What follows belongs to an exercise in optimizing a design on an open flow for small area, a short achievable clock period and few clock cycles per item; a production flow would make more cautious choices.
The RTL was checked by simulation tests, not by an equivalence proof against the original design.
No activity file was given, so power comes from the tool's default toggle rates.

--- design.v ---
module sio_core (
    input  wire        clk,
    input  wire        rst,
    input  wire        req_valid,
    output wire        req_ready,
    input  wire        req_evt,
    input  wire [63:0] req_data,
    input  wire        din_valid,
    output wire        din_ready,
    input  wire [7:0]  din,
    output wire        dout_valid,
    output wire [7:0]  dout,
    output wire        rsp_valid,
    output wire [31:0] rsp,
    output wire        adp_valid,
    output wire [15:0] adp,
    output wire        mat_req,
    output wire [7:0]  mat_len,
    input  wire [7:0]  mat_addr,
    output wire [7:0]  mat_data,
    input  wire        mat_ack,
    input  wire [31:0] mat_res
);
    localparam K    = 5;
    localparam CAP  = 1 << K;
    localparam [K-1:0] USABLE = CAP - 1;
    localparam [7:0] OP_OCCUPIED = 8'h01, OP_CAPUSE  = 8'h02, OP_ISFULL = 8'h03,
                     OP_PUSH     = 8'h04, OP_PEEK    = 8'h05, OP_POP    = 8'h06,
                     OP_WRITE    = 8'h10, OP_READ    = 8'h11,
                     OP_ENTX     = 8'h12, OP_DISTX   = 8'h13,
                     OP_ENRX     = 8'h14, OP_DISRX   = 8'h15,
                     OP_STATUS   = 8'h16, OP_FIND    = 8'h20;
    localparam [1:0] ST_IDLE = 2'd0, ST_TX = 2'd1, ST_RX = 2'd2, ST_ERR = 2'd3;
    localparam [4:0] CV_OVERFLOW = 5'd3, CV_UNDERFLOW = 5'd4, CV_STATE = 5'd5,
                     CV_MATCHER  = 5'd6, CV_ILLEGAL   = 5'd7;
    localparam [15:0] ADP_TX_ABORT = 16'h0002, ADP_RX_ONE = 16'h0003,
                      ADP_RX_ABORT = 16'h0004;
    localparam [1:0] P_ISSUE = 2'd0,    
                     P_FJOB  = 2'd1,    
                     P_KICK  = 2'd2,    
                     P_ADP2  = 2'd3;    
    localparam FD = 8;
    localparam FW = 3;
    localparam P = K + 1;               
    reg [7:0]   rxq_mem [0:CAP-1];
    reg [7:0]   txq_mem [0:CAP-1];
    reg [P-1:0] rx_start, rx_end, tx_start, tx_end;
    reg [P-1:0] rx_wp, tx_wp;       
    reg [1:0]   status;
    reg         rx_enabled, tx_enabled;
    reg         fault;
    reg [4:0]   fault_cause;
    reg         d_valid;
    reg [1:0]   d_ph;
    reg         d_evt;
    reg         d_occ, d_cap, d_isfull, d_push, d_peek, d_pop, d_write, d_read;
    reg         d_entx, d_distx, d_enrx, d_disrx, d_status, d_find, d_ill;
    reg         d_evrx, d_evtx, d_evill;
    reg         d_qs;          
    reg [23:0]  d_n;
    reg         d_nbig;        
    reg         d_nzero;       
    reg         d_none;        
    reg [4:0]   d_off;
    reg         d_obig;        
    reg [7:0]   d_byte;        
    reg [4:0]   d_rv;          
    reg         mat_cool;      
    reg         d_fpop;        
    reg          ia_v;
    reg          ia_q;
    reg [23:0]   ia_rem;               
    reg [4:0]    ia_st;                
    reg [FW-1:0] ia_slot;              
    localparam IQ = 2;
    localparam IQW = 1;
    localparam JW = 1 + K + K + FW;
    reg [JW-1:0]  iq_mem [0:IQ-1];
    reg [IQW-1:0] iq_head, iq_tail;
    reg [IQW:0]   iq_cnt;
    wire          iq_some = (iq_cnt != 0);
    wire          iq_full = (iq_cnt == IQ);
    wire [JW-1:0] iq_top  = iq_mem[iq_head];
    wire [FW-1:0] iq_lslot = iq_mem[iq_tail - 1'b1][FW-1:0];
    reg          oa_v, ob_v;
    reg          oa_q, ob_q;
    reg [P-1:0]  oa_ptr, ob_ptr;       
    reg [4:0]    oa_cnt, ob_cnt;       
    reg          oa_pop, ob_pop;
    reg [P-1:0]  oa_rp, ob_rp;         
    reg [FW-1:0] oa_slot, ob_slot;
    localparam ZW = 3;
    reg [5:0]    f_mem [0:FD-1];
    reg [ZW-1:0] f_z   [0:FD-1];       
    reg [FW-1:0] f_head, f_tail;
    reg [FW:0]   f_cnt;
    reg          f_hz;                 
    wire [7:0]  i_opc  = req_data[7:0];
    wire        i_q    = req_data[8];
    wire        i_r0   = (req_data[15:9] == 7'd0);
    wire        i_n0   = (req_data[39:16] == 24'd0);
    wire        i_o0   = (req_data[63:40] == 24'd0);
    wire        i_fq   = i_r0 && i_n0 && i_o0;
    wire        i_fqn  = i_r0 && i_o0;
    wire        i_fz   = !i_q && i_fq;
    wire        i_fn   = !i_q && i_fqn;
    wire [7:0]  i_code = req_data[7:0];
    wire [7:0]  i_byte = req_data[15:8];
    wire c_occ    = (i_opc == OP_OCCUPIED) && i_fq;
    wire c_cap    = (i_opc == OP_CAPUSE)   && i_fq;
    wire c_isfull = (i_opc == OP_ISFULL)   && i_fq;
    wire c_push   = (i_opc == OP_PUSH)     && i_fqn;
    wire c_peek   = (i_opc == OP_PEEK)     && i_r0;
    wire c_pop    = (i_opc == OP_POP)      && i_fqn;
    wire c_write  = (i_opc == OP_WRITE)    && i_fn;
    wire c_read   = (i_opc == OP_READ)     && i_fn;
    wire c_entx   = (i_opc == OP_ENTX)     && i_fz;
    wire c_distx  = (i_opc == OP_DISTX)    && i_fz;
    wire c_enrx   = (i_opc == OP_ENRX)     && i_fz;
    wire c_disrx  = (i_opc == OP_DISRX)    && i_fz;
    wire c_status = (i_opc == OP_STATUS)   && i_fz;
    wire c_find   = (i_opc == OP_FIND)     && i_fqn;
    wire c_legal  = c_occ | c_cap | c_isfull | c_push | c_peek | c_pop | c_write |
                    c_read | c_entx | c_distx | c_enrx | c_disrx | c_status | c_find;
    wire e_rx     = (i_code == 8'h01);
    wire e_tx     = (i_code == 8'h02) && (i_byte == 8'h00);
    wire [K-1:0] rx_occ  = rx_end[K-1:0] - rx_start[K-1:0];
    wire [K-1:0] tx_occ  = tx_end[K-1:0] - tx_start[K-1:0];
    wire         rx_full = (rx_occ == USABLE);
    wire [K-1:0] tx_free = ~tx_occ;                  
    wire         tx_some = (tx_end != tx_start);     
    wire [P-1:0] tx_hd   = tx_wp - tx_start;
    wire         tx_head_ok = (tx_hd != {P{1'b0}}) && (!tx_hd[K] || tx_hd[K-1:0] == {K{1'b0}});
    wire         rx_pend = (rx_wp != rx_end);        
    wire [P-1:0] rx_rp = (oa_v && !oa_q) ? oa_rp : (ob_v && !ob_q) ? ob_rp : rx_start;
    wire [P-1:0] tx_rp = (oa_v &&  oa_q) ? oa_rp : (ob_v &&  ob_q) ? ob_rp : tx_start;
    wire [P-1:0] rx_use = rx_wp - rx_rp;
    wire [P-1:0] tx_use = tx_wp - tx_rp;
    wire         rx_room = (rx_use != CAP);          
    wire         tx_room = (tx_use != CAP);
    wire         qs      = d_qs;
    wire [P-1:0] q_start = qs ? tx_start : rx_start;
    wire [P-1:0] q_end   = qs ? tx_end   : rx_end;
    wire [P-1:0] q_wp    = qs ? tx_wp    : rx_wp;
    wire [K-1:0] q_occ   = q_end[K-1:0] - q_start[K-1:0];
    wire         q_pend  = (q_wp != q_end);
    wire [K:0]   push_sum = {1'b0, q_occ} + {1'b0, d_n[4:0]};
    wire         push_bad = d_nbig || push_sum[K];
    wire [K:0]   peek_sum = {1'b0, d_off} + {1'b0, d_n[4:0]};
    wire         peek_bad = d_nbig || d_obig || ({1'b0, q_occ} < peek_sum);
    wire         pop_bad  = d_nbig || (q_occ < d_n[4:0]);
    wire [K-1:0] write_m  = (d_nbig || d_n[4:0] > tx_free) ? tx_free : d_n[4:0];
    wire [K-1:0] read_m   = (d_nbig || d_n[4:0] > rx_occ)  ? rx_occ  : d_n[4:0];
    wire        r_neg    = mat_res[31];
    wire        r_zero   = (mat_res == 32'd0);
    wire [K-1:0] r_negl  = {K{1'b0}} - mat_res[K-1:0];
    wire        r_dsmall = (&mat_res[31:K]) && (mat_res[K-1:0] != {K{1'b0}}) && (r_negl < q_occ);
    wire [K-1:0] ff_d    = r_zero ? {4'd0, q_occ != 0} : (r_dsmall ? r_negl : q_occ);
    wire        dc_small = (mat_res[30:24] != 7'd0) || (d_n < mat_res[23:0]);
    wire        r_big    = (mat_res[30:K] != 0) || (mat_res[K-1:0] > q_occ);
    wire [P-1:0] oa_wp   = oa_q ? tx_wp : rx_wp;
    wire [P-1:0] oa_dist = oa_wp - oa_ptr;
    wire         oa_avail = (oa_dist != {P{1'b0}}) && (!oa_dist[K] || oa_dist[K-1:0] == {K{1'b0}});
    wire         pa_mat  = mat_req;
    wire         pa_q    = pa_mat ? qs : oa_q;
    wire [K-1:0] pa_slot = pa_mat ? (q_start[K-1:0] + mat_addr[K-1:0]) : oa_ptr[K-1:0];
    wire [7:0]   pa_byte = pa_q ? txq_mem[pa_slot] : rxq_mem[pa_slot];
    wire [7:0]   pc_byte = txq_mem[tx_start[K-1:0]];
    wire fifo_full = (f_cnt == FD);
    wire d_isdin = d_valid && d_ph == P_ISSUE && d_write && !d_nzero && !fault &&
                   !fifo_full && tx_room;
    wire i_fire  = din_valid && !ia_v && d_isdin;
    wire i_wr    = i_fire && (write_m != {K{1'b0}});
    wire kick_en = d_entx || (d_write && tx_enabled);
    wire k_some  = tx_some || (d_write && !d_nzero);    
    wire k_wait  = kick_en && k_some && ((status == ST_RX) || (status == ST_IDLE && !tx_head_ok));
    assign mat_req = d_valid && d_ph == P_ISSUE && d_find && !fault && !fifo_full &&
                     !q_pend && !mat_cool;
    reg go;                      
    reg fin;                     
    always @(*) begin
        go = 1'b0; fin = 1'b0;
        if (d_valid) begin
            case (d_ph)
            P_ISSUE: begin
                if (fifo_full)                   go = 1'b0;
                else if (fault)                  go = 1'b1;
                else if (d_evrx)                 go = (status != ST_RX) || (!rx_pend && rx_room);
                else if (d_evtx)                 go = (status != ST_TX) || !tx_some || tx_head_ok;
                else if (d_push || d_write)      go = d_nzero || (d_nbig ? !ia_v : !iq_full);
                else if (d_peek || d_pop || d_read) go = d_nzero || !ob_v;
                else if (d_find)                 go = mat_req && mat_ack;
                else                             go = 1'b1;
                fin = go && (fault || !(k_wait || (d_enrx && status == ST_TX) || (d_find && ob_v)));
            end
            P_KICK:  begin go = tx_head_ok; fin = go; end
            P_FJOB:  begin go = !d_fpop || !ob_v; fin = go; end
            default: begin go = 1'b1;       fin = 1'b1; end
            endcase
        end
    end
    reg         enq;             
    reg [4:0]   enq_v;
    reg         enq_f;
    reg         o_adp;   reg [15:0] o_adp_w;
    reg         il;              
    reg [K-1:0] il_st;
    reg         ol;              
    reg [P-1:0] ol_ptr;
    reg [K-1:0] ol_cnt;
    reg         ol_pop;
    reg         ev_we;
    reg [P-1:0] n_rx_end, n_tx_end;
    reg [1:0]   n_status;
    reg         n_rx_en, n_tx_en, n_fault;
    reg [4:0]   n_cause;
    reg [1:0]   n_ph;
    reg [4:0]   n_rv;
    reg [K-1:0] adv;             
    reg         n_fpop;
    always @(*) begin
        enq = fin; enq_v = 5'd0; enq_f = 1'b0;
        o_adp = 1'b0; o_adp_w = 16'd0;
        il = 1'b0; il_st = {K{1'b0}};
        ol = 1'b0; ol_ptr = q_start; ol_cnt = {K{1'b0}}; ol_pop = 1'b1;
        ev_we = 1'b0; adv = {K{1'b0}};
        n_rx_end = rx_end; n_tx_end = tx_end;
        n_status = status; n_rx_en = rx_enabled; n_tx_en = tx_enabled;
        n_fault = fault; n_cause = fault_cause;
        n_ph = P_ISSUE; n_rv = d_rv; n_fpop = 1'b0;
        case (d_ph)
        P_ISSUE: begin
            if (fault) begin
                enq_f = !d_evt; enq_v = d_evt ? 5'd0 : fault_cause;
            end else if (d_evill) begin
                n_fault = 1'b1; n_cause = CV_ILLEGAL; n_status = ST_ERR;
            end else if (d_evrx) begin
                if (status != ST_RX) begin
                    n_fault = 1'b1; n_cause = CV_STATE; n_status = ST_ERR;
                end else if (rx_full) begin
                    n_rx_en = 1'b0;
                    o_adp = 1'b1; o_adp_w = ADP_RX_ABORT;
                    n_status = ST_IDLE;
                end else begin
                    ev_we = 1'b1;
                    n_rx_end = rx_end + 1'b1;
                    o_adp = 1'b1; o_adp_w = ADP_RX_ONE;
                end
            end else if (d_evtx) begin
                if (status != ST_TX) begin
                    n_fault = 1'b1; n_cause = CV_STATE; n_status = ST_ERR;
                end else if (!tx_some) begin
                    if (rx_enabled && !rx_full) begin
                        o_adp = 1'b1; o_adp_w = ADP_RX_ONE;
                        n_status = ST_RX;
                    end else begin
                        n_status = ST_IDLE;
                    end
                end else begin
                    adv = 5'd1;
                    o_adp = 1'b1; o_adp_w = {pc_byte, 8'h01};
                end
            end else if (d_ill) begin
                enq_f = 1'b1; enq_v = CV_ILLEGAL;
                n_fault = 1'b1; n_cause = CV_ILLEGAL;
            end else if (d_occ) begin
                enq_v = q_occ;
            end else if (d_cap) begin
                enq_v = USABLE;
            end else if (d_isfull) begin
                enq_v = {4'd0, q_occ == USABLE};
            end else if (d_push) begin
                if (push_bad) begin
                    enq_f = 1'b1; enq_v = CV_OVERFLOW;
                    n_fault = 1'b1; n_cause = CV_OVERFLOW;
                end else if (!d_nzero) begin
                    il = 1'b1; il_st = d_n[4:0];
                    if (qs) n_tx_end = tx_end + d_n[4:0];
                    else    n_rx_end = rx_end + d_n[4:0];
                end
            end else if (d_peek || d_pop) begin
                if (d_peek ? peek_bad : pop_bad) begin
                    enq_f = 1'b1; enq_v = CV_UNDERFLOW;
                    n_fault = 1'b1; n_cause = CV_UNDERFLOW;
                end else if (!d_nzero) begin
                    ol = 1'b1; ol_cnt = d_n[4:0]; ol_pop = d_pop;
                    ol_ptr = q_start + (d_pop ? 6'd0 : {1'b0, d_off});
                    if (d_pop) adv = d_n[4:0];
                end
            end else if (d_read) begin
                enq_v = read_m;
                if (read_m != {K{1'b0}}) begin
                    ol = 1'b1; ol_cnt = read_m;
                    adv = read_m;
                end
            end else if (d_write || d_entx) begin
                if (d_write) begin
                    n_tx_end = tx_end + write_m;
                    if (!d_nzero && !(i_fire && d_none)) begin
                        il = 1'b1; il_st = write_m - i_wr;
                    end
                end else begin
                    n_tx_en = 1'b1;
                end
                n_rv = d_write ? write_m : 5'd0;
                enq_v = n_rv;
                if (kick_en) begin
                    if (status == ST_RX) begin
                        o_adp = 1'b1; o_adp_w = ADP_RX_ABORT;
                        n_status = ST_IDLE;
                        if (k_some) n_ph = P_KICK;
                    end else if (status == ST_IDLE && k_some) begin
                        if (tx_head_ok) begin
                            adv = 5'd1;
                            o_adp = 1'b1; o_adp_w = {pc_byte, 8'h01};
                            n_status = ST_TX;
                        end else begin
                            n_ph = P_KICK;
                        end
                    end
                end
            end else if (d_distx) begin
                n_tx_en = 1'b0;
                if (status == ST_TX) begin
                    o_adp = 1'b1; o_adp_w = ADP_TX_ABORT;
                    n_status = ST_IDLE;
                end
            end else if (d_enrx) begin
                n_rx_en = 1'b1;
                if (status == ST_TX) begin
                    o_adp = 1'b1; o_adp_w = ADP_TX_ABORT;
                    n_status = ST_RX;
                    n_ph = P_ADP2;
                end else if (status == ST_IDLE) begin
                    o_adp = 1'b1; o_adp_w = ADP_RX_ONE;
                    n_status = ST_RX;
                end
            end else if (d_disrx) begin
                n_rx_en = 1'b0;
                if (status == ST_RX) begin
                    o_adp = 1'b1; o_adp_w = ADP_RX_ABORT;
                    n_status = ST_IDLE;
                end
            end else if (d_status) begin
                enq_v = {3'd0, status};
            end else if (d_find) begin
                if (r_neg || r_zero) begin
                    adv = ff_d;
                end else if (dc_small) begin
                end else if (r_big) begin
                    enq_f = 1'b1; enq_v = CV_MATCHER;
                    n_fault = 1'b1; n_cause = CV_MATCHER;
                end else if (!ob_v) begin
                    enq_v = mat_res[4:0];
                    ol = 1'b1; ol_cnt = mat_res[4:0];
                    adv = mat_res[4:0];
                end else begin
                    n_fpop = 1'b1; n_rv = mat_res[4:0];
                end
                if (ob_v) begin
                    n_ph = P_FJOB;
                    if (!n_fpop) n_rv = 5'd0;
                end
            end
        end
        P_FJOB: begin
            enq_f = fault; enq_v = fault ? CV_MATCHER : d_rv;
            if (d_fpop) begin
                ol = 1'b1; ol_cnt = d_rv;
                adv = d_rv;
            end
        end
        P_KICK: begin
            enq_v = d_rv;
            adv = 5'd1;
            o_adp = 1'b1; o_adp_w = {pc_byte, 8'h01};
            n_status = ST_TX;
        end
        default: begin  
            o_adp = 1'b1; o_adp_w = ADP_RX_ONE;
        end
        endcase
    end
    reg [P-1:0] n_rx_start, n_tx_start;
    always @(*) begin
        n_rx_start = rx_start;
        n_tx_start = tx_start;
        if (qs) n_tx_start = tx_start + adv;
        else    n_rx_start = rx_start + adv;
    end
    wire ia_wq    = ia_q ? tx_room : rx_room;
    assign din_ready = ia_v ? (ia_st == {K{1'b0}} || ia_wq) : d_isdin;
    wire din_fire = din_valid && din_ready;
    wire ds_wr    = din_fire && (ia_st != {K{1'b0}});
    wire ia_done  = din_fire && (ia_rem == 24'd1);
    wire ia_busy  = ia_v && !ia_done;
    wire [23:0] ia_src = ia_busy ? ia_rem : (iq_some ? {19'd0, iq_top[JW-2:JW-1-K]} : d_n);
    wire        ia_dec = din_fire && (ia_busy || !ia_v);
    wire il_go    = go && il;
    wire iq_pop   = !ia_busy && iq_some;
    wire iq_push  = il_go && (ia_busy || iq_some);
    wire oa_step  = oa_v && oa_avail && !pa_mat;
    wire oa_done  = oa_step && (oa_cnt == 5'd1);
    wire oa_busy  = oa_v && !oa_done;
    wire ol_go    = go && ol;
    wire req_fire = req_valid && req_ready;
    wire deq      = rsp_valid;
    wire [FW-1:0] f_last = f_tail - 1'b1;
    wire [ZW-1:0] z_head = f_z[f_head];
    wire [ZW-1:0] z_last = f_z[f_last];
    wire z_end    = f_hz ? (z_head == 1) : (z_head == 0);   
    wire enq_zero = !enq_f && enq_v == 5'd0 && !ol_go && !il_go &&
                    !(ia_v && ia_slot == f_tail) && !(iq_some && iq_lslot == f_tail);
    wire merge    = enq && enq_zero && f_cnt != 0 && z_last != {ZW{1'b1}};
    wire enq_new  = enq && !merge;
    wire pop      = deq && z_end && !(merge && f_last == f_head);
    assign req_ready = !d_valid || fin;
    assign mat_len   = {3'd0, q_occ};
    assign mat_data  = pa_byte;
    assign dout      = pa_byte;
    assign dout_valid = oa_step;
    assign adp       = o_adp_w;
    assign adp_valid = go && o_adp;
    assign rsp_valid = (f_cnt != 0) && (f_hz || !((ia_v && ia_slot == f_head) || (oa_v && oa_slot == f_head)));
    assign rsp       = f_hz ? 32'd0 : {f_mem[f_head][5], 26'd0, f_mem[f_head][4:0]};
    wire         ev_wr = go && ev_we;
    wire         rx_we = ev_wr || (ds_wr && !ia_q);
    wire [K-1:0] rx_wa = ev_wr ? rx_end[K-1:0] : rx_wp[K-1:0];
    wire [7:0]   rx_wd = ev_wr ? d_byte : din;
    wire         tx_we = (ds_wr && ia_q) || i_wr;
    always @(posedge clk) begin
        if (rx_we) rxq_mem[rx_wa] <= rx_wd;
        if (tx_we) txq_mem[tx_wp[K-1:0]] <= din;
        if (enq_new) f_mem[f_tail] <= {enq_f, enq_v};
        if (enq_new) f_z[f_tail] <= {ZW{1'b0}};
        if (merge && deq && f_hz && f_last == f_head) begin
        end else begin
            if (merge)              f_z[f_last] <= z_last + 1'b1;
            if (deq && f_hz && !pop) f_z[f_head] <= z_head - 1'b1;
        end
    end
    always @(posedge clk) begin
        if (req_fire) begin
            d_evt    <= req_evt;
            d_occ    <= !req_evt && c_occ;
            d_cap    <= !req_evt && c_cap;
            d_isfull <= !req_evt && c_isfull;
            d_push   <= !req_evt && c_push;
            d_peek   <= !req_evt && c_peek;
            d_pop    <= !req_evt && c_pop;
            d_write  <= !req_evt && c_write;
            d_read   <= !req_evt && c_read;
            d_entx   <= !req_evt && c_entx;
            d_distx  <= !req_evt && c_distx;
            d_enrx   <= !req_evt && c_enrx;
            d_disrx  <= !req_evt && c_disrx;
            d_status <= !req_evt && c_status;
            d_find   <= !req_evt && c_find;
            d_ill    <= !req_evt && !c_legal;
            d_evrx   <= req_evt && e_rx;
            d_evtx   <= req_evt && e_tx;
            d_evill  <= req_evt && !e_rx && !e_tx;
            d_qs     <= req_evt ? (e_tx || (i_q && !e_rx)) : (c_write || c_entx || (i_q && !c_read));
            d_n      <= req_data[39:16];
            d_nbig   <= (req_data[39:21] != 19'd0);
            d_nzero  <= i_n0;
            d_none   <= (req_data[39:16] == 24'd1);
            d_off    <= req_data[44:40];
            d_obig   <= (req_data[63:45] != 19'd0);
            d_byte   <= i_byte;
        end
        if (go) d_rv <= n_rv;
        if (go) d_fpop <= n_fpop;
        ia_rem <= ia_src - ia_dec;
        if (ia_busy) begin
            if (ds_wr) ia_st <= ia_st - 1'b1;
        end else if (iq_some) begin
            ia_q <= iq_top[JW-1]; ia_st <= iq_top[K+FW-1:FW]; ia_slot <= iq_top[FW-1:0];
        end else begin
            ia_q <= qs; ia_st <= il_st; ia_slot <= f_tail;
        end
        if (iq_push) begin
            iq_mem[iq_tail] <= {qs, d_n[K-1:0], il_st, f_tail};
        end
        if (oa_busy) begin
            if (oa_step) begin
                oa_ptr <= oa_ptr + 1'b1;
                oa_cnt <= oa_cnt - 1'b1;
                if (oa_pop) oa_rp <= oa_rp + 1'b1;
            end
        end else if (ob_v) begin
            oa_q <= ob_q; oa_ptr <= ob_ptr; oa_cnt <= ob_cnt; oa_pop <= ob_pop;
            oa_rp <= ob_rp; oa_slot <= ob_slot;
        end else begin
            oa_q <= qs; oa_ptr <= ol_ptr; oa_cnt <= ol_cnt; oa_pop <= ol_pop;
            oa_rp <= q_start; oa_slot <= f_tail;
        end
        if (ol_go) begin
            ob_q <= qs; ob_ptr <= ol_ptr; ob_cnt <= ol_cnt; ob_pop <= ol_pop;
            ob_rp <= q_start; ob_slot <= f_tail;
        end
        if (rst) begin
            d_valid     <= 1'b0;
            d_ph        <= P_ISSUE;
            mat_cool    <= 1'b0;
            ia_v        <= 1'b0;
            iq_head     <= {IQW{1'b0}};
            iq_tail     <= {IQW{1'b0}};
            iq_cnt      <= {(IQW+1){1'b0}};
            oa_v        <= 1'b0;
            ob_v        <= 1'b0;
            rx_start    <= {P{1'b0}};
            rx_end      <= {P{1'b0}};
            rx_wp       <= {P{1'b0}};
            tx_start    <= {P{1'b0}};
            tx_end      <= {P{1'b0}};
            tx_wp       <= {P{1'b0}};
            status      <= ST_IDLE;
            rx_enabled  <= 1'b0;
            tx_enabled  <= 1'b0;
            fault       <= 1'b0;
            fault_cause <= 5'd0;
            f_head      <= {FW{1'b0}};
            f_tail      <= {FW{1'b0}};
            f_cnt       <= {(FW+1){1'b0}};
            f_hz        <= 1'b0;
        end else begin
            mat_cool   <= mat_req && mat_ack;
            if (req_fire)      begin d_valid <= 1'b1; d_ph <= P_ISSUE; end
            else if (fin)      begin d_valid <= 1'b0; d_ph <= P_ISSUE; end
            else if (go)       d_ph <= n_ph;
            if (go) begin
                rx_start    <= n_rx_start;
                rx_end      <= n_rx_end;
                tx_start    <= n_tx_start;
                tx_end      <= n_tx_end;
                status      <= n_status;
                rx_enabled  <= n_rx_en;
                tx_enabled  <= n_tx_en;
                fault       <= n_fault;
                fault_cause <= n_cause;
            end
            if (ev_wr) rx_wp <= rx_wp + 1'b1;
            if (ds_wr || i_wr) begin
                if (ia_q || i_wr) tx_wp <= tx_wp + 1'b1;
                else      rx_wp <= rx_wp + 1'b1;
            end
            ia_v <= ia_busy || iq_some || il_go;
            if (iq_push) iq_tail <= iq_tail + 1'b1;
            if (iq_pop)  iq_head <= iq_head + 1'b1;
            iq_cnt <= iq_cnt + iq_push - iq_pop;
            oa_v <= oa_busy || ob_v || ol_go;
            ob_v <= ol_go ? (oa_busy || ob_v) : (oa_busy && ob_v);
            if (enq_new) f_tail <= f_tail + 1'b1;
            if (pop)     f_head <= f_head + 1'b1;
            if (deq)     f_hz   <= !pop;
            f_cnt <= f_cnt + enq_new - pop;
        end
    end
endmodule
--- flow/run.sh ---
#!/bin/bash
# Own layout flow: the standard layout (standard.sh, unchanged synthesis,
# floorplan, power grid, placement, CTS and routing), except that the port
# buffers that global placement inserts on every input and output are
# sky130_fd_sc_hd__buf_2 cells instead of the buffer OpenROAD picks by itself
# (a slow clkdlybuf4s50 delay cell). Every port still gets its buffer.
set -euo pipefail
export BUFFER_PORTS_ARGS="-buffer_cell sky130_fd_sc_hd__buf_2"
bash standard.sh > standard_flow.log 2>&1
--- standard.sh ---
#!/bin/bash
# synth_recipe.tcl (not shown) runs the flow's synth.tcl, then flattens the netlist and writes it again
# the make line also repeats each setting of config.mk as NAME=value (left out here)
make -C /OpenROAD-flow-scripts/flow DESIGN_CONFIG=/design/flow/config.mk WORK_HOME=/design/flow/orfs CLKGATE_MAP_FILE= SYNTH_SCRIPT=/design/flow/synth_recipe.tcl "${@:-finish}"
--- config.mk ---
export PLATFORM = sky130hd
export DESIGN_NAME = sio_core
export DESIGN_NICKNAME = sio_core
export VERILOG_FILES = /design/flow/design.v
export SDC_FILE = /design/flow/constraint.sdc
export NUM_CORES = 4
export LEC_CHECK = 0
export ABC_AREA = 1
export CAP_MARGIN = 20
export CORE_MARGIN = 2
export CORE_UTILIZATION = 65
export CTS_CLUSTER_DIAMETER = 100
export CTS_CLUSTER_SIZE = 24
export SETUP_SLACK_MARGIN = 4
export SLEW_MARGIN = 20
--- constraint.sdc ---
create_clock -name core_clock -period 10.0 [get_ports {clk}]
set_input_delay 2.0000 -clock core_clock [delete_from_list [all_inputs] [get_ports {clk}]]
set_output_delay 2.0000 -clock core_clock [all_outputs]
set_load 0.01 [all_outputs]
==> impl_results.md, run 1 <==
- Post-synthesis compound-gate area fraction: 16.2%
- Final core utilization: 71.6%
- XOR/XNOR Fraction of Synth Area: 1.53%
- Fin crit period: 6.73 ns
- Tcrit/Tclk final: 67.3%
- Die H: 268 µm
- Hold Path End: tx_enabled
- Filler cells: 5277
- Hold Fails Final Rpt: 0
- Slew @ Worst Pin: 1.24 ns
- Cell breakdown of the critical path: buf_2, ha_4, fa_2, nor2_4, nor2_4, buf_12, buf_12, buf_16, o21ai_0, o221ai_1, o211ai_1, nand3_2, nand3_2, nand2_2, buf_2
- Total power per unit cell area: 212 nW/µm²
- DRC viols: 0
- Crit-path max FO: 10
- Initial antenna violation count: 2
- Maxcap violations: 0
- Worst-case vdd ir drop: 169 µV
- Nets: 5350
- Post-synth EDFFs: 732
- Cell area after layout: 49200 µm²
- Crit path largest cell delay: 0.57 ns
- Hold_buf cts: 0
- Ys async rst share: 0%
- Final TNS setup: 0 ns
- Die width: 268 µm
- Worst Setup Slack, final: 3.27 ns
- Core Region: 68700 µm²
- Largest family of logic cells by synthesized area: simple AND/OR/NAND/NOR gates
- Family with the most delay on the worst path: buffers and inverters
- Total gr overflow: 0
- Clock Skews: 0.0330 ns
- Port Buf Inserts: 158
- Clock latency on the worst-skew pair: 0.63 ns
- Setup violators final: 0
- Drt via density: 6.47
- Max Freq: 149 MHz
- First drt pass iteration count: 9
- Total wire length: 144000 µm
- CTS Root Cell: clkbuf_16
- Max Root-Sink Buffers: 3
- Initial DRC Count: 5492
- Reg2reg start: d_qs
- RSZ-0062 raised after global routing: yes
- Worst-path clk slew: 0.09 ns
- Synth area leader: edfxtp_1
- WS Path Type: in -> out
- Most frequent cell after synthesis: nand2_1
- Final Max Slew Viols: 0
- Post-synth top cells: nand2_1, nor2_1, edfxtp_1, o21ai_0, inv_1
- Register area share after synthesis: 53.0%
- Share of cells above drive strength 1: 9.46%
- Mapped cell area: 45200 µm²
- Synth top area share: 48.6%
- Critical path buffer and inverter count: 5
- Largest net degree at the start of global routing: 101
- R2R Path End: f_cnt[2]
- Syn Inst Count: 5006
- WP data required: 8.00 ns
- Worst setup EP type: primary output
- Critical path's slowest cell: fa_2
- RD Place Congestion: 1.02
- Vias after detailed routing: 38982
- Syn_area_per_cell: 9.03 µm²
- Pre-CTS setup slack: 2.22 ns
- Mux share of post-synthesis cell area: 0.0692%
- HP Class: reg -> reg
- Simple-gate area share of the yosys netlist: 18.0%
- Global-route total usage across every layer: 39.3%
- Critical path startpoint category: primary input
- Initial Utilization: 65.8%
- Max_slew headroom: 16.9%
- Site Rows: 96
- Flops & latches, synth: 831
- Synth top area cells: edfxtp_1, o21ai_0, nand2_1, nor2_1, dfxtp_1
- Sink Count: 831
- DIE AREA: 71700 µm²
- Critical Path AT: 4.73 ns
- Min-delay src: tx_enabled
- Vias in the first global route: 35806
- Antenna diodes: 0
- Wire per inst: 23.9 µm
- Synth Area in Adders: 4.69%
- Hold path depth: 2
- Htree depth: 2
- IO Pins: 196
- Global-route wire length before repair: 212000 µm
- CTS tree: done
- Cells on worst reg2reg path: 36
- Area delta synth->final: 8.79%
- Outcome: finished clean
- FF-to-FF setup slack: 3.88 ns
- CTS buffer count: 41
- DP Area: 46500 µm²
- Pleak: 18.8 nW
- Hpwl dp: 90100 µm
- Post-route ant nets: 0
- Most used DFF post-synth: edfxtp_1
- Distinct cells, synth: 71
- Synth Warn #: 1
==> how the worst max path moves through the flow <==
stage | from | to | slack [ns] | cells after the start
2_1_floorplan | mat_addr[0] | mat_data[0] | 3.97 | 15
3_3_place_gp | mat_addr[0] | dout[4] | 2.25 | 15
3_5_place_dp | mat_addr[0] | dout[4] | 2.22 | 15
4_1_cts | mat_addr[0] | mat_data[6] | 3.41 | 14
5_1_grt | mat_addr[0] | dout[4] | 3.24 | 15
6_report | mat_addr[0] | mat_data[1] | 3.27 | 15
==> where the power goes <==
group          internal [mW]  switching (mW)  leakage [nW]
Clock                  0.846            1.12         0.601
Sequential              4.03           0.200          7.54
Combinational           1.33            2.90          10.6
==> stage by stage <==
step | cells | hold slack (ns) | power, mW
global placement | 5896 | 0.435 | 7.90
detailed placement | 5896 | 0.445 | 7.99
floorplan | 5039 | 0.424 | 6.89
CTS | 6015 | 0.453 | 10.2
global route | 6024 | 0.461 | 10.9
finish | 6024 | 0.449 | 10.4
==> kinds of logic (layout without fill, tap and decap cells) <==
group                      Yosys count  after routing
buffers and inverters              709            760
muxes                                3              3
xor gates and xnor gates            79             79
DFF                                831            831
AOI/OAI and AO/OA                 1272           1273
other                                1             34
adders and majority gates          163            163
and+or+nand+nor                   1948           1950
==> per-layer routing <==
layer | vias to the layer above | track usage (%) | routed length (µm)
li1 | 17675 | - | -
met1 | 18300 | 51.7 | 53100
met2 | 2542 | 62.9 | 65900
met3 | 465 | 6.70 | 16700
met4 | 0 | 20.9 | 8490
met5 | - | 0 | 0
==> final cells by class <==
class	instances	area, µm²	share of cell area, %
Sequential cell	831	24000	48.7
Multi-Input combinational cell	3502	19000	38.6
Timing Repair Buffer	247	2040	4.14
Inverter	442	1720	3.50
Tap cell	931	1160	2.37
Clock buffer	58	1110	2.26
Clock inverter	8	131	0.267
Timing Repair inverter	5	65.1	0.132
==> what timing repair did <==
item                       in CTS  in global routing
setup endpoints to repair     429                405
setup buffers                  32                  8
gates resized for setup       108                 57
pin swaps                      29                 14
cloned                         21                  1
==> sequential cells by signal, summed over array words and instances, names as in the netlist, 6 cells and up, named ones only <==
register and cells:
rxq_mem 256, txq_mem 256, f_mem 48, iq_mem 28, d_n 24, f_z 24
ia_rem 24, d_byte 8, oa_ptr 6, oa_rp 6, ob_ptr 6, ob_rp 6
rx_end 6, rx_start 6, rx_wp 6, tx_end 6, tx_start 6, tx_wp 6
==> worst register-to-register path: cells and delay by family, from the launching register on <==
| kind | cells | cell delay [ns] |
|---|---|---|
| AND/OR/NAND/NOR | 16 | 2.07 |
| adder cells (fa/ha/maj) | 6 | 1.73 |
| buffers and inverters | 9 | 0.87 |
| AO/OA/AOI/OAI | 4 | 0.83 |
| flip-flops | 1 | 0.33 |
| XOR/XNOR | 1 | 0.16 |
==> cells in the final DEF, fill, tap and decap left out, drive strengths merged, types with 23 or more instances in the layout <==
cell    netlist  layout
edfxtp      732     732
nor4         23      23
buf          75     242
nor2        758     760
a21oi       260     260
nand4        46      46
conb          1      34
a31oi        25      25
xnor2        32      32
o211ai      135     135
nand2       770     770
dfxtp        99      99
clkbuf      192      59
ha          151     151
nand3       258     258
nor3         58      58
o221ai       71      71
o21ai       636     637
xor2         47      47
inv         433     439
o22ai        86      86
Testbench counts, summed over its fixed seeds: cycles 5,525, txns 3,200.
==> run 2, diff against run 1 <==
--- a/config.mk
+++ b/config.mk
@@ -9,7 +9,7 @@
 export CAP_MARGIN = 20
 export CORE_MARGIN = 2
-export CORE_UTILIZATION = 65
+export CORE_UTILIZATION = 60
 export CTS_CLUSTER_DIAMETER = 100
 export CTS_CLUSTER_SIZE = 24
-export SETUP_SLACK_MARGIN = 4
+export SETUP_SLACK_MARGIN = 3.5
 export SLEW_MARGIN = 20
==> run 2 against run 1 <==
Net effect:
- still clean
- global-route usage is 3.6 points lower
- fmax is 1.1% higher
- wire length is 0.57% higher
- combinational power is 2% higher
- worst hold slack better by 0.011 ns
- utilization is 5.2 points lower
- clock skew is 0.0083 ns higher
- sequential power hardly changed
==> impl_results.md, run 2 <==
- Critical Path AT: 4.66 ns
- Global-route total usage across every layer: 35.7%
- Setup violators final: 0
- Die H: 279 µm
- CTS tree: done
- Total wire length: 145000 µm
- Share of cells above drive strength 1: 8.87%
- Pre-CTS setup slack: 2.43 ns
- Synth top area cells: edfxtp_1, o21ai_0, nand2_1, nor2_1, dfxtp_1
- Filler cells: 6146
- Initial antenna violation count: 1
- Post-route ant nets: 0
- Sink Count: 831
- Syn_area_per_cell: 9.03 µm²
- Most common cell after layout, fill and taps aside: nor2_1
- Worst Setup Slack, final: 3.34 ns
- Synth area leader: edfxtp_1
- Syn Inst Count: 5006
- Worst-path clk slew: 0.09 ns
- Mapped cell area: 45200 µm²
- Synth top area share: 48.6%
- CP dominant cell by count: nor2_4
- Worst-case vdd ir drop: 126 µV
- DRC viols: 0
- Antenna diodes: 0
- Site Rows: 100
- Critical path startpoint category: primary input
- First drt pass iteration count: 6
- Flops & latches, synth: 831
- Total gr overflow: 0
- Cell breakdown of the critical path: buf_6, ha_4, fa_2, nor2_4, nor2_4, buf_12, buf_16, clkbuf_16, o21ai_0, o22ai_1, o211ai_1, nand3_1, nand3_2, nand2_2, buf_2
- Nets: 5353
- RSZ-0062 raised after global routing: yes
- Hold_buf cts: 0
- Distinct cells, synth: 71
- Outcome: finished clean
- Post-synth EDFFs: 732
- Clock Skews: 0.0413 ns
- IO Pins: 196
- Port Buf Inserts: 158
- Clock latency on the worst-skew pair: 0.64 ns
- Final TNS setup: 0 ns
- Htree depth: 2
- HP Class: reg -> reg
- Pleak: 18.9 nW
- Max_slew headroom: 17.3%
- Area delta synth->final: 9.43%
- Fin crit period: 6.66 ns
- Wire per inst: 23.9 µm
- Final Max Slew Viols: 0
- Register area share after synthesis: 53.0%
- Largest net degree at the start of global routing: 114
- CTS Root Cell: clkbuf_16
- Hpwl dp: 91000 µm
- Slew @ Worst Pin: 1.24 ns
- Post-synth top cells: nand2_1, nor2_1, edfxtp_1, o21ai_0, inv_1
- Maxcap violations: 0
- Hold Fails Final Rpt: 0
- Most frequent cell after synthesis: nand2_1
- WP data required: 8.00 ns
- Max Root-Sink Buffers: 3
- WS Path Type: in -> out
- Ys async rst share: 0%
- Initial Utilization: 60.7%
- Die width: 279 µm
- Total power per unit cell area: 213 nW/µm²
- Most used DFF post-synth: edfxtp_1
- Initial DRC Count: 5150
- Family with the most delay on the worst path: buffers and inverters
- Most frequent cells in the layout: nor2_1, nand2_1, edfxtp_1
- Crit path largest cell delay: 0.55 ns
- Drt via density: 6.32
- Synth Warn #: 1
- Worst setup EP type: primary output
- DIE AREA: 77600 µm²
- RD Place Congestion: 1.00
- Core Region: 74600 µm²
- Global-route wire length before repair: 211000 µm
- Critical path's slowest cell: fa_2
- CTS buffer count: 41
- Vias after detailed routing: 38421
- Final core utilization: 66.4%
- Critical path buffer and inverter count: 5
- Tcrit/Tclk final: 66.6%
- Vias in the first global route: 35229
- Crit-path max FO: 6
- Max Freq: 150 MHz
-- run 2: layout make-up --
cell class	instances	area [µm²]	share of cell area [%]
Tap cell	969	1210	2.45
Inverter	442	1730	3.49
Clock buffer	68	1140	2.30
Sequential cell	831	24000	48.4
Clock inverter	8	126	0.255
Multi-Input combinational cell	3500	18900	38.2
Timing Repair inverter	3	40.0	0.0809
Timing Repair Buffer	254	2390	4.83
-- run 2: worst paths after layout --
| kind | slack, ns | cells past startpoint | startpoint | to |
|---|---|---|---|---|
| max | 3.34 | 15 | mat_addr[0] | mat_data[2] |
| min | 0.46 | 1 | iq_head | iq_head |
| max reg2reg | 3.89 | 33 | d_qs | f_cnt[2] |
| min reg2reg | 0.46 | 1 | iq_head | iq_head |
-- run 2: per-stage QoR --
| step | hold slack, ns | area, µm² | total power, mW | std cells |
|---|---|---|---|---|
| floorplan | 0.424 | 45400 | 6.83 | 5039 |
| global placement | 0.434 | 46500 | 7.93 | 5936 |
| detailed placement | 0.439 | 46500 | 7.99 | 5936 |
| CTS | 0.454 | 48700 | 10.2 | 6048 |
| global route | 0.480 | 49500 | 11.0 | 6075 |
| finish | 0.460 | 49500 | 10.5 | 6075 |
-- run 2: logic make-up after synthesis --
group | after synthesis | synth area share (%)
simple gates | 1948 | 18.0
compound gates | 1272 | 16.2
flops | 831 | 53.0
buf+inv | 709 | 6.46
fa+ha+maj | 163 | 4.69
xor+xnor | 79 | 1.53
mux | 3 | 0.0692
other cells | 1 | 0.00829
-- run 2: metal layers --
metal  vias up  GRT usage [%]  part of all wire (%)
li1      17670              -                     -
met1     18150           49.0                    39
met2      2243           57.7                    46
met3       358           5.29                    10
met4         0           13.7                   4.5
met5         -              0                     0
-- run 2: repair_timing --
action	CTS	global route
cloned	16	14
pin swaps	36	74
gates resized for setup	99	97
setup buffers	20	13
endpoints found under the setup margin	121	55
-- run 2: report_power, final --
part | internal (mW) | switching [mW] | total, mW
sequential | 4.03 | 0.206 | 4.23
combinational | 1.43 | 2.91 | 4.33
clock | 0.831 | 1.15 | 1.98
total | 6.28 | 4.26 | 10.5

re-timing with driven ports:
The flow's constraints put no driver on any port. The routed layouts listed below were extracted and timed again, unchanged, in two steps. Step 1 sets driving cells, clkbuf_16 on the clock port and buf_2 on the other inputs (assumed; they add their load-dependent delay and slew). Step 2 moves the port delays by t, midway between the first and last clock arrival at a register: inputs arrive t later, outputs are due t later. That takes back most of the time a late clock gives input paths. a / b / c = ideal ports / drivers / drivers and shift; a / b = the first two.
run	shift t [ns]	setup WS [ns]	worst hold slack (ns)	cell pins on the clock port's net
run 1	0.686	3.268 / 3.248 / 3.248	0.449 / 0.449 / 0.449	1
run 2	0.689	3.340 / 3.306 / 3.275	0.460 / 0.460 / 0.460	1
After both steps setup and hold are still met in every run listed. For run 2, which loses most, drivers alone change the setup slack by -0.034 ns; drivers and shift together by -0.065 ns.
